Source: an optimization exercise on an open RTL-to-GDS flow (aim: small area, a short achievable clock period and few clock cycles). Production flows keep margins and buffers that such runs may drop.
In this exercise RTL edits were held to simulation tests only and were not proved equivalent to the original.
Power and IR drop assume default switching activity.

## alpha
==> flow/design.v (excerpt) <==
module rs_codec (
    input  wire       clk,
    input  wire       rst_n,
    input  wire       cmd_valid,
    output wire       cmd_ready,
    input  wire       cmd_op,
    input  wire [3:0] cmd_lvl,
    input  wire [7:0] cmd_len,
    input  wire       in_valid,
    output wire       in_ready,
    input  wire [7:0] in_data,
    output wire       out_valid,
    input  wire       out_ready,
    output wire [7:0] out_data,
    output reg        done,
    output reg  [3:0] err,
    output reg  [7:0] out_len
);
  localparam [3:0] ERR_NONE          = 4'd0;
  localparam [3:0] ERR_INVALID_INPUT = 4'd1;
  localparam [3:0] ERR_UNCORRECTABLE = 4'd3;
  reg        a_v;        
  reg        a_r;        
  reg        a_op;
  reg        a_lok;      
  reg  [2:0] a_lvl;      
  reg  [7:0] a_len;
  reg        cmd_rdy;
  reg        d_inv;      
  reg        d_enc0;     
  reg        in_rdy;
  reg        v0, ibv, ib2v;
  reg  [7:0] ib0, ib, ib2;
  reg  [7:0] par [0:63];  
  reg        ph_out;                  
  reg  [6:0] ocnt;                    
  reg        oc16, oc32;              
  reg        o1;                      
  reg        out_v;
  reg        ph_in, ph_fin;           
  reg        bop, binv;
  reg        l1, l2, l3;              
  reg        pfx;                     
  reg  [7:0] bcnt;                    
  reg        b1;                      
  reg  [7:0] bolen;                   
  ...
Size in the first run: ~4300 cells after synthesis, ~670 flip-flops, ~50 I/O pins, about 36000 µm² of cells after synthesis.
==> flow/config.mk <==
export PLATFORM = sky130hd
export DESIGN_NAME = rs_codec
export DESIGN_NICKNAME = rs_codec
export VERILOG_FILES = /design/flow/design.v
export SDC_FILE = /design/flow/constraint.sdc
export NUM_CORES = 4
export LEC_CHECK = 0
export CAP_MARGIN = 20
export CORE_MARGIN = 2
export CORE_UTILIZATION = 30
export CTS_BUF_LIST = sky130_fd_sc_hd__clkbuf_16
export CTS_CLUSTER_DIAMETER = 60
export CTS_CLUSTER_SIZE = 20
export PLACE_DENSITY = 0.5
export SETUP_SLACK_MARGIN = 2.6
export SLEW_MARGIN = 20
==> flow/constraint.sdc <==
create_clock -name core_clock -period 5.0 [get_ports {clk}]
set_input_delay 1.0000 -clock core_clock [delete_from_list [all_inputs] [get_ports {clk}]]
set_output_delay 1.0000 -clock core_clock [all_outputs]
set_load 0.01 [all_outputs]
run.sh (not shown) runs the stock make flow with config.mk's settings and CLKGATE_MAP_FILE= SYNTH_SCRIPT=/design/flow/synth_recipe.tcl, a recipe that flattens the netlist after the stock synthesis.
alpha: no failed stages, no open violations at the end
Testbench counts of alpha, summed over its fixed seeds: cycles 42,257.
> inputs changed (alpha -> beta)
diff --git a/flow/design.v b/flow/design.v
--- a/flow/design.v
+++ b/flow/design.v
@@ -24,14 +24,15 @@
   reg        a_op;
   reg        a_lok;      
   reg  [2:0] a_lvl;      
   reg  [7:0] a_len;
   reg        cmd_rdy;
   reg        d_inv;      
   reg        d_enc0;     
+  reg        d_e1;       
   reg        in_rdy;
   reg        v0, ibv, ib2v;
   reg  [7:0] ib0, ib, ib2;
   reg  [7:0] par [0:63];  
   reg        ph_out;                  
   reg  [6:0] ocnt;                    
   reg        oc16, oc32;              
@@ -44,14 +45,15 @@
   reg  [7:0] bcnt;                    
   reg        b1;                      
   reg  [7:0] bolen;                   
   reg        bz, bo1;                 
   reg  [15:1] flo, fhi;               
   reg  [15:1] llo, lhi;               
   reg        rclr;                    
+  reg        f2, nzr;                 
   assign cmd_ready = cmd_rdy;
   assign in_ready  = in_rdy;
   assign out_valid = out_v;
   assign out_data  = par[0];
   wire cmd_fire = cmd_valid & cmd_rdy;
   wire in_fire  = in_valid & in_rdy;
   wire out_fire = out_v & out_ready;
@@ -889,15 +891,16 @@
   wire [7:0] a_ns    = a_lvl[0] ? 8'd16 : a_lvl[1] ? 8'd32 : 8'd64;
   wire       a_inv   = ~a_lok | (a_op ? (a_len < a_ns) : ({1'b0, a_len} + {1'b0, a_ns} > 9'd255));
   wire [7:0] a_olen  = a_op ? a_len - a_ns : a_len + a_ns;
   wire [7:0] a_cnt   = a_op ? a_ns : a_len;
   wire       o_fit  = a_lvl[0] ? oc16 : a_lvl[1] ? oc32 : 1'b1;
   wire       load   = a_r & ~ph_in
                     & (~ph_out | (a_op & ~d_inv & o_fit))
-                    & (~d_enc0 | (~ph_fin & ~ph_out));
+                    & (~d_enc0 | (~ph_fin & ~f2 & ~ph_out))
+                    & ~(ph_fin & (d_inv | d_e1));
   wire       a_v_n  = (a_v & ~load) | cmd_fire;
   wire       last_in  = cons & b1 & (~pfx | bz);
   wire       pfx_end  = cons & b1 & pfx;
   wire       enc_end  = last_in & ~bop;             
   wire       last_out = out_fire & o1;
   wire [6:0] b_ns     = l1 ? 7'd16 : l2 ? 7'd32 : 7'd64;
   wire       o_act_n  = (ph_out & ~last_out) | enc_end;
@@ -943,28 +946,30 @@
       ibv     <= 1'b0;
       ib2v    <= 1'b0;
       flo     <= 15'h0;
       fhi     <= 15'h0;
       ph_in   <= 1'b0;
       ph_out  <= 1'b0;
       ph_fin  <= 1'b0;
+      f2      <= 1'b0;
       out_v   <= 1'b0;
       done    <= 1'b0;
     end else begin
       cmd_rdy <= ~a_v_n;
       a_v     <= a_v_n;
       a_r     <= a_v & ~load;
       if (cmd_fire) begin
         a_op  <= cmd_op;
         a_lok <= (cmd_lvl == 4'd1) | (cmd_lvl == 4'd2) | (cmd_lvl == 4'd3);
         a_lvl <= {cmd_lvl[1:0] == 2'd3, cmd_lvl[1:0] == 2'd2, cmd_lvl[1:0] == 2'd1};
         a_len <= cmd_len;
       end
       d_inv  <= a_inv;
       d_enc0 <= ~a_op & (a_len == 8'd0);
+      d_e1   <= ~a_op & (a_len == 8'd1);
       v0     <= v0_n;
       ibv    <= ibv_n;
       ib2v   <= ib2v_n;
       if (in_fire) ib0 <= in_data;
       ib     <= h_v ? (pop ? ib2 : ib) : ib0;
       if (~t_v) ib2 <= ib0;
       in_rdy <= ~(v0_n & ibv_n & ib2v_n);
@@ -1004,38 +1009,38 @@
         ph_fin <= d_inv;
         binv   <= d_inv;
         pfx    <= a_op;
         {l3, l2, l1} <= a_lvl;
         bcnt   <= a_cnt;
         b1     <= (a_cnt == 8'd1);
         bolen  <= a_olen;
-        bz     <= (a_olen == 8'd0);
-        bo1    <= (a_olen == 8'd1);
+        bz     <= a_op & (a_len == a_ns);
+        bo1    <= a_op & (a_len == a_ns + 8'd1);
       end else begin
         if (cons) begin
           if (pfx_end) begin
             pfx  <= 1'b0;
             bcnt <= bolen;
             b1   <= bo1;
           end else begin
             bcnt <= bcnt - 8'd1;
             b1   <= (bcnt == 8'd2);
           end
         end
         ph_fin <= last_in & bop;
       end
+      f2 <= ph_fin;
       if (ph_fin) begin
+        nzr     <= nz & ~binv;
+        err     <= binv ? ERR_INVALID_INPUT : ERR_NONE;
+        out_len <= binv ? 8'd0 : bolen;
+      end
+      if (f2) begin
         done <= 1'b1;
-        if (binv) begin
-          err     <= ERR_INVALID_INPUT;
-          out_len <= 8'd0;
-        end else if (nz) begin
+        if (nzr) begin
           err     <= ERR_UNCORRECTABLE;
           out_len <= 8'd0;
-        end else begin
-          err     <= ERR_NONE;
-          out_len <= bolen;
         end
       end
     end
   end
 endmodule
Notes after the runs:
beta gives less fraction of power spent switching nets than alpha did. Summary of beta over alpha: layout multi-input combinational cell count now sits higher; sequential share of cell area now sits higher; global-route usage now sits lower; sequential cell count now sits higher. From beta to alpha, remaining design rule violation count did not move at all. When beta is set beside alpha, its critical path data required time turns out to be 0.03 ns smaller. HPWL after detailed placement shrinks by a few percent when moving from alpha to beta.
Testbench counts of beta, summed over its fixed seeds: cycles 42,264.

[what the ideal ports hide]
Ports are ideal in the flow. The routed layouts listed here were re-timed in OpenROAD. Step 1 assumes that a clkbuf_16 drives the clock port and a buf_2 every other input. Step 2 moves the port delays by t, midway between the first and last clock arrival at a register: inputs arrive t later, outputs are due t later. That takes back most of the time a late clock gives input paths. Three values: ideal ports, drivers, drivers and shift; two values: the first two.
run	t, ns	slack for setup (ns)	clock arrival spread, ns	slew at the worst register clock pin (ns)	pins driven straight from the clock port
alpha	0.744	2.424 / 2.424 / 2.027	0.040 / 0.039	0.08 / 0.08	1
beta	0.738	2.483 / 2.483 / 1.943	0.054 / 0.055	0.08 / 0.08	1
After both steps setup and hold are still met in every run listed. The setup slack of beta, which loses most, moves by 0.000 ns with the drivers and by -0.540 ns with both steps.
